This is an optimization exercise on Yosys and OpenROAD, whose aim is small area, a short achievable clock period and few clock cycles, not a production implementation.
The RTL was checked by simulation tests, not by an equivalence proof against the original design.

== the previous run ==
==> flow/design.v (excerpt) <==
module pect (
  input  wire        clk,
  input  wire        rst,
  input  wire [1:0]  edge_valid,
  input  wire [1:0]  edge_rise,
  input  wire [15:0] edge_ts0,
  input  wire [15:0] edge_ts1,
  input  wire        tick,
  input  wire        host_valid,
  input  wire        host_write,
  input  wire [8:0]  host_addr,
  input  wire [31:0] host_wdata,
  output wire        host_ready,
  output reg         host_done,
  output reg  [31:0] host_rdata,
  output wire [1:0]  arm_pol,
  output wire [1:0]  pwm_out
);
Size in the first run: about 13000 cells after synthesis, about 1100 flip-flops, about 100000 um^2 of cells after synthesis.
==> flow/config.mk <==
export PLATFORM = sky130hd
export DESIGN_NAME = pect
export DESIGN_NICKNAME = pect
export VERILOG_FILES = /design/flow/design.v
export SDC_FILE = /design/flow/constraint.sdc
export NUM_CORES = 4
export LEC_CHECK = 0
export ABC_CLOCK_PERIOD_IN_PS = 3500
export CAP_MARGIN = 30
export CORE_MARGIN = 2
export CORE_UTILIZATION = 40
export SLEW_MARGIN = 30
export SYNTH_MEMORY_MAX_BITS = 16384
==> flow/constraint.sdc <==
create_clock -name core_clock -period 18.0 [get_ports {clk}]
set_input_delay 3.6000 -clock core_clock [delete_from_list [all_inputs] [get_ports {clk}]]
set_output_delay 3.6000 -clock core_clock [all_outputs]
set_load 0.01 [all_outputs]
run.sh (not shown) runs the stock make flow with config.mk's settings and CLKGATE_MAP_FILE= SYNTH_SCRIPT=/design/flow/synth_recipe.tcl, a recipe that flattens the netlist after the stock synthesis.
Testbench counts of the previous run, summed over its fixed seeds: cycles 11,978.
Inputs modified between the previous run and the current run:
--- a/flow/design.v
+++ b/flow/design.v
@@ -758,14 +758,15 @@
       dec[1] = op == 4'h6 && i0;
       dec[0] = op == 4'h7;
       dec[7] = r0 && (dec[6:0] != 7'd0);
     end
   endfunction
   wire [7:0]  fd       = dec(host_wdata);
   wire        f_ch     = host_wdata[27];
+  wire        f_cmd    = acc && host_write && (widx == 7'd0) && fd[7];
   reg  [7:0]  sd;                    
   wire        s_ch     = op_ch;
   wire        s_on     = (state == S_EXEC);
   wire        s_cmd    = s_on;
   wire        ch_state  [0:1];
   wire        ch_primed [0:1];
   wire        ch_valid  [0:1];
@@ -821,41 +822,32 @@
   wire        msel  = !ch_md[0];
   wire [18:0] msum  = ch_sum[msel];
   wire [36:0] mprod = msum[17:0] * 19'd52429 + {msum[18] ? 15'd13108 : 15'd0, 18'd0};
   wire [15:0] mq    = mprod[33:18];
   wire        rdy   [0:1];
   assign rdy[0] = rdy0;
   assign rdy[1] = rdy1;
-  wire        f_base = acc && host_write && (widx == 7'd0) && (host_wdata[26:0] == 27'd0);
-  wire [3:0]  f_op   = host_wdata[31:28];
-  wire        f_nop  = f_base && f_op == 4'h0 && !f_ch;
-  wire [1:0]  f_conv, f_push, f_split;
-  genvar fc;
-  generate
-    for (fc = 0; fc < 2; fc = fc + 1) begin : g_fast
-      wire on = f_base && (f_ch == fc);
-      wire r  = (fc == 0) ? rdy0 : rdy1;
-      wire s  = ch_settled[fc];
-      assign f_conv[fc]  = on && r && (f_op == 4'h3 || (f_op == 4'h9 && s));
-      assign f_push[fc]  = on && s && ((f_op == 4'h9 && r) || (f_op == 4'h4 && ch_aeq[fc]));
-      assign f_split[fc] = on && ((f_op == 4'h9 && r && s) || (f_op == 4'h6 && ch_pushed[fc]));
-    end
-  endgenerate
-  wire        f_go  = f_nop || (f_conv != 2'b00) || (f_push != 2'b00) || (f_split != 2'b00);
+  wire        f_ok  = fd[6] ||
+                      (fd[1] && ch_pushed[f_ch]) ||
+                      (fd[5] && rdy[f_ch]) ||
+                      (fd[4] && rdy[f_ch] && ch_settled[f_ch]) ||
+                      (fd[3] && ch_aeq[f_ch] && ch_settled[f_ch]);
+  wire        f_go  = f_cmd && f_ok;
   wire        s_ok  = !sd[7] || sd[6] || sd[0] ||
                       (sd[1] && xcnt && ch_settled[s_ch]) ||
                       (sd[5] && rdy[s_ch]) ||
                       (sd[4] && rdy[s_ch] && ch_settled[s_ch]) ||
                       ((sd[3] || sd[2]) && xcnt && ch_settled[s_ch]);
   wire        s_go  = s_cmd && s_ok;
   wire        s_fin = s_on && s_ok;
   wire        w_acc = acc && host_write;
   genvar c;
   generate
     for (c = 0; c < 2; c = c + 1) begin : g_ch
+      wire f_here = f_go && (f_ch == c);
       wire s_here = s_go && sd[7] && (s_ch == c);
       wire w_reg  = w_acc && (c == 0 ? a_ch0 : a_ch1);
       pect_channel u_ch (
         .clk          (clk),
         .rst          (rst),
         .edge_valid   (edge_valid[c]),
         .edge_rise    (edge_rise[c]),
@@ -866,19 +858,19 @@
         .res_clamp    (cv_clamp[c]),
         .res_ang      (c == 0 ? cv_ang0 : cv_ang1),
         .mean_we      (ch_md[c] && (msel == c)),
         .mean_in      (mq),
         .cal_we       (w_reg && roff == 5'd6),
         .cal_wdata    (host_wdata),
         .diag_clr     (w_reg && roff == 5'd15),
-        .conv_ex      (f_conv[c] || (s_here && (sd[5] || sd[4]))),
-        .push_ex      (f_push[c] || (s_here && (sd[4] || sd[3] || sd[2]))),
+        .conv_ex      ((f_here && (fd[5] || fd[4])) || (s_here && (sd[5] || sd[4]))),
+        .push_ex      ((f_here && (fd[4] || fd[3])) || (s_here && (sd[4] || sd[3] || sd[2]))),
         .push_imm     (s_on && sd[2]),
         .push_ang     (s_on && sd[3]),
-        .split_ex     (f_split[c] || (s_here && (sd[4] || sd[1] || sd[0]))),
+        .split_ex     ((f_here && (fd[4] || fd[1])) || (s_here && (sd[4] || sd[1] || sd[0]))),
         .split_imm    (s_on && sd[0]),
         .imm          (op_imm),
         .xs_imm       (s_cmd && sd[2] && (s_ch == c)),
         .xs_ang       (s_cmd && sd[3] && (s_ch == c)),
         .xs_sum       (s_cmd && sd[1] && (s_ch == c)),
         .chg          (ch_chg[c]),
         .settled      (ch_settled[c]),
==> summary.txt <==
- Critical path depth: the current run < the previous run
- What the previous run reported for wire length on met3 has to be multiplied by 0.79 to get the figure for the current run.
- Run comparison: the previous run main combinational cell family by area after synthesis adder cells; the current run main combinational cell family by area after synthesis compound AO/OA/AOI/OAI gates
- The current run ends up with a DRC marker count from the first detailed-route iteration that is 5.5% lower than in the previous run.
- Compared with the previous run, the current run instantiates a larger number of standard cells.
- The share of synthesized cell area in full adder, half adder and majority cells of the current run falls short of that of the previous run by 0.29 points.
- The previous run and the current run ended up with roughly the same global-route usage.
Testbench counts of the current run, summed over its fixed seeds: cycles 11,978.

========
Setup of the baseline:
Another version of the RTL of pect (not shown whole).
Size in the first run: roughly 1000 flip-flops, roughly 100000 µm² of cells after synthesis.
export LEC_CHECK = 0
export ABC_CLOCK_PERIOD_IN_PS = 3500
export CAP_MARGIN = 30
export CORE_MARGIN = 2
export CORE_UTILIZATION = 40
export SLEW_MARGIN = 30
export SYNTH_MEMORY_MAX_BITS = 16384
create_clock -name core_clock -period 18.0 [get_ports {clk}]
The baseline: all stages complete, timing, DRC and antenna checks passed
Testbench counts of the baseline, summed over its fixed seeds: cycles 11,978.
--- input diff the baseline..the candidate ---
--- a/flow/design.v
+++ b/flow/design.v
@@ -558,21 +558,20 @@
   input  wire               split_ex,     
   input  wire               split_imm,    
   input  wire [15:0]        imm,
   input  wire               xs_imm,       
   input  wire               xs_ang,       
   input  wire               xs_sum,       
   output wire               chg,
   output wire               settled,
   output reg                ang_eq_pv,
   output reg                mdirty,
-  output reg                pushed,       
   output reg  [18:0]        sum,
   output reg                st_state,
   output reg                st_primed,
   output reg                st_valid,
   output reg  [15:0]        rise_ts,
   output reg  [15:0]        fall_ts,
   output reg  [15:0]        dur_high,
   output reg  [15:0]        dur_low,
   output reg  [16:0]        nsum,         
   output reg  [15:0]        cal_off,
@@ -646,21 +645,20 @@
       win4       <= 16'd0;
       mean       <= 16'd0;
       ht         <= 9'd50;
       pwm_cnt    <= 7'd0;
       pwm_out    <= 1'b0;
       sum        <= 19'd0;
       s2         <= 19'd0;
       unset      <= 1'b0;
       xs_r       <= 3'b000;
       mdirty     <= 1'b0;
-      pushed     <= 1'b0;
       ang_eq_pv  <= 1'b1;
     end else begin
       if (cap_rise) begin
         if (st_primed) begin
           dur_high <= dh_d;
           dur_low  <= edge_ts - fall_ts;
           nsum     <= {nlo_d < dh_d, nlo_d};
           st_valid <= 1'b1;
         end
         rise_ts   <= edge_ts;
@@ -696,21 +694,20 @@
           3'd2: win2 <= pval;
           3'd3: win3 <= pval;
           default: win4 <= pval;
         endcase
         wptr <= (wptr == 3'd4) ? 3'd0 : wptr + 3'd1;
         sum  <= s2;
       end
       s2    <= s2_d;
       xs_r  <= {xs_imm, xs_ang, xs_sum};
       unset <= push_ex || res_new;
-      pushed <= push_ex;
       if (push_ex)
         mdirty <= 1'b1;
       else if (mean_we)
         mdirty <= 1'b0;
       if (mean_we)
         mean <= mean_in;
       if (split_ex)
         ht <= split_imm ? ht_i : ht_s;
       if (tick) begin
         if (n_le)
@@ -795,21 +792,20 @@
   wire [15:0] ch_win2   [0:1];
   wire [15:0] ch_win3   [0:1];
   wire [15:0] ch_win4   [0:1];
   wire [15:0] ch_mean   [0:1];
   wire [8:0]  ch_ht     [0:1];
   wire [6:0]  ch_cnt    [0:1];
   wire        ch_pwm    [0:1];
   wire        ch_chg    [0:1];
   wire        ch_settled[0:1];
   wire        ch_aeq    [0:1];
-  wire        ch_pushed [0:1];
   wire [1:0]  cv_busy, cv_we, cv_ref, cv_clamp;
   wire [15:0] cv_ang0, cv_ang1;
   wire        rdy0  = !cv_busy[0];
   wire        rdy1  = !cv_busy[1];
   pect_conv u_conv (
     .clk       (clk),
     .rst       (rst),
     .start     ({ch_chg[1], ch_chg[0]}),
     .h0        (ch_dh[0]),
     .n0        (ch_n[0]),
@@ -829,21 +825,20 @@
   wire        ch_md  [0:1];
   wire [18:0] ch_sum [0:1];
   wire        msel  = !ch_md[0];
   wire [18:0] msum  = ch_sum[msel];
   wire [36:0] mprod = msum[17:0] * 19'd52429 + {msum[18] ? 15'd13108 : 15'd0, 18'd0};
   wire [15:0] mq    = mprod[33:18];
   wire        rdy   [0:1];
   assign rdy[0] = rdy0;
   assign rdy[1] = rdy1;
   wire        f_ok  = fd[6] ||
-                      (fd[1] && ch_pushed[f_ch]) ||
                       (fd[5] && rdy[f_ch]) ||
                       (fd[4] && rdy[f_ch] && ch_settled[f_ch]) ||
                       (fd[3] && ch_aeq[f_ch] && ch_settled[f_ch]);
   wire        f_go  = f_cmd && f_ok;
   wire        s_ok  = !sd[7] || sd[6] || sd[0] ||
                       (sd[1] && xcnt && ch_settled[s_ch]) ||
                       (sd[5] && rdy[s_ch]) ||
                       (sd[4] && rdy[s_ch] && ch_settled[s_ch]) ||
                       ((sd[3] || sd[2]) && xcnt && ch_settled[s_ch]);
   wire        s_go  = s_cmd && s_ok;
@@ -868,31 +863,30 @@
         .res_ang      (c == 0 ? cv_ang0 : cv_ang1),
         .mean_we      (ch_md[c] && (msel == c)),
         .mean_in      (mq),
         .cal_we       (w_reg && roff == 5'd6),
         .cal_wdata    (host_wdata),
         .diag_clr     (w_reg && roff == 5'd15),
         .conv_ex      ((f_here && (fd[5] || fd[4])) || (s_here && (sd[5] || sd[4]))),
         .push_ex      ((f_here && (fd[4] || fd[3])) || (s_here && (sd[4] || sd[3] || sd[2]))),
         .push_imm     (s_on && sd[2]),
         .push_ang     (s_on && sd[3]),
-        .split_ex     ((f_here && (fd[4] || fd[1])) || (s_here && (sd[4] || sd[1] || sd[0]))),
+        .split_ex     ((f_here && fd[4]) || (s_here && (sd[4] || sd[1] || sd[0]))),
         .split_imm    (s_on && sd[0]),
         .imm          (op_imm),
         .xs_imm       (s_cmd && sd[2] && (s_ch == c)),
         .xs_ang       (s_cmd && sd[3] && (s_ch == c)),
         .xs_sum       (s_cmd && sd[1] && (s_ch == c)),
         .chg          (ch_chg[c]),
         .settled      (ch_settled[c]),
         .ang_eq_pv    (ch_aeq[c]),
         .mdirty       (ch_md[c]),
-        .pushed       (ch_pushed[c]),
         .sum          (ch_sum[c]),
         .st_state     (ch_state[c]),
         .st_primed    (ch_primed[c]),
         .st_valid     (ch_valid[c]),
         .rise_ts      (ch_rise[c]),
         .fall_ts      (ch_fall[c]),
         .dur_high     (ch_dh[c]),
         .dur_low      (ch_dl[c]),
         .nsum         (ch_n[c]),
         .cal_off      (ch_off[c]),
--- outcome ---
- In summary, the candidate completed successfully, with a layout that passed the timing, design-rule and antenna checks.
- Synthesized cell count delta for the candidate relative to the baseline: 188 lower
- Against the baseline, area after synthesis in the candidate fell slightly.
- The candidate vs. the baseline: synthesis-stage register bit count ~0 delta; sequential area share after synthesis grew by 0.20 points; via count saw a decrease; worst setup timing slack at the placement stage rose 0.053 ns; sequential share of layout area increased by 0.21 points relative to the old numbers.
- What the candidate reported for number of antenna violations at the first check in global routing has to be multiplied by 1.4 to get the figure for the baseline.
- Wire length: the candidate vs the baseline down 26 mm
- Comparing the baseline and the candidate, the higher multi-input gate share of total cell area is on the baseline.
- Depth of the critical timing path with buffers and inverters included grows by a little under 10% when moving from the baseline to the candidate.
- Ratio of cells with drive above 1 in the final layout delta for the candidate relative to the baseline: 0.16 points lower
Testbench counts of the candidate, summed over its fixed seeds: cycles 12,124.

-- re-timing with driven ports --
No port has a modelled driver above. Below, the same layouts with a new extraction and two added sets of constraints. Step 1: set_driving_cell puts a clkbuf_16 on clk and a buf_2 on each other input, an assumption about the parent block. Step 2 moves the port delays by t, midway between the first and last clock arrival at a register: inputs arrive t later, outputs are due t later. That takes back most of the time a late clock gives input paths. Three values: ideal ports, drivers, drivers and shift; two values: the first two.
run | shift t [ns] | setup WS [ns] | cell pins on the clock port's net
the previous run | 0.922 | 8.775 / 8.775 / 8.775 | 1
the current run | 0.942 | 9.937 / 9.937 / 9.201 | 1
the baseline | 0.927 | 9.790 / 9.790 / 9.168 | 1
the candidate | 0.917 | 9.588 / 9.588 / 8.822 | 1
After both steps every run listed still meets setup and hold. The setup slack of the candidate, which loses most, moves by 0.000 ns with the drivers and by -0.766 ns with both steps.
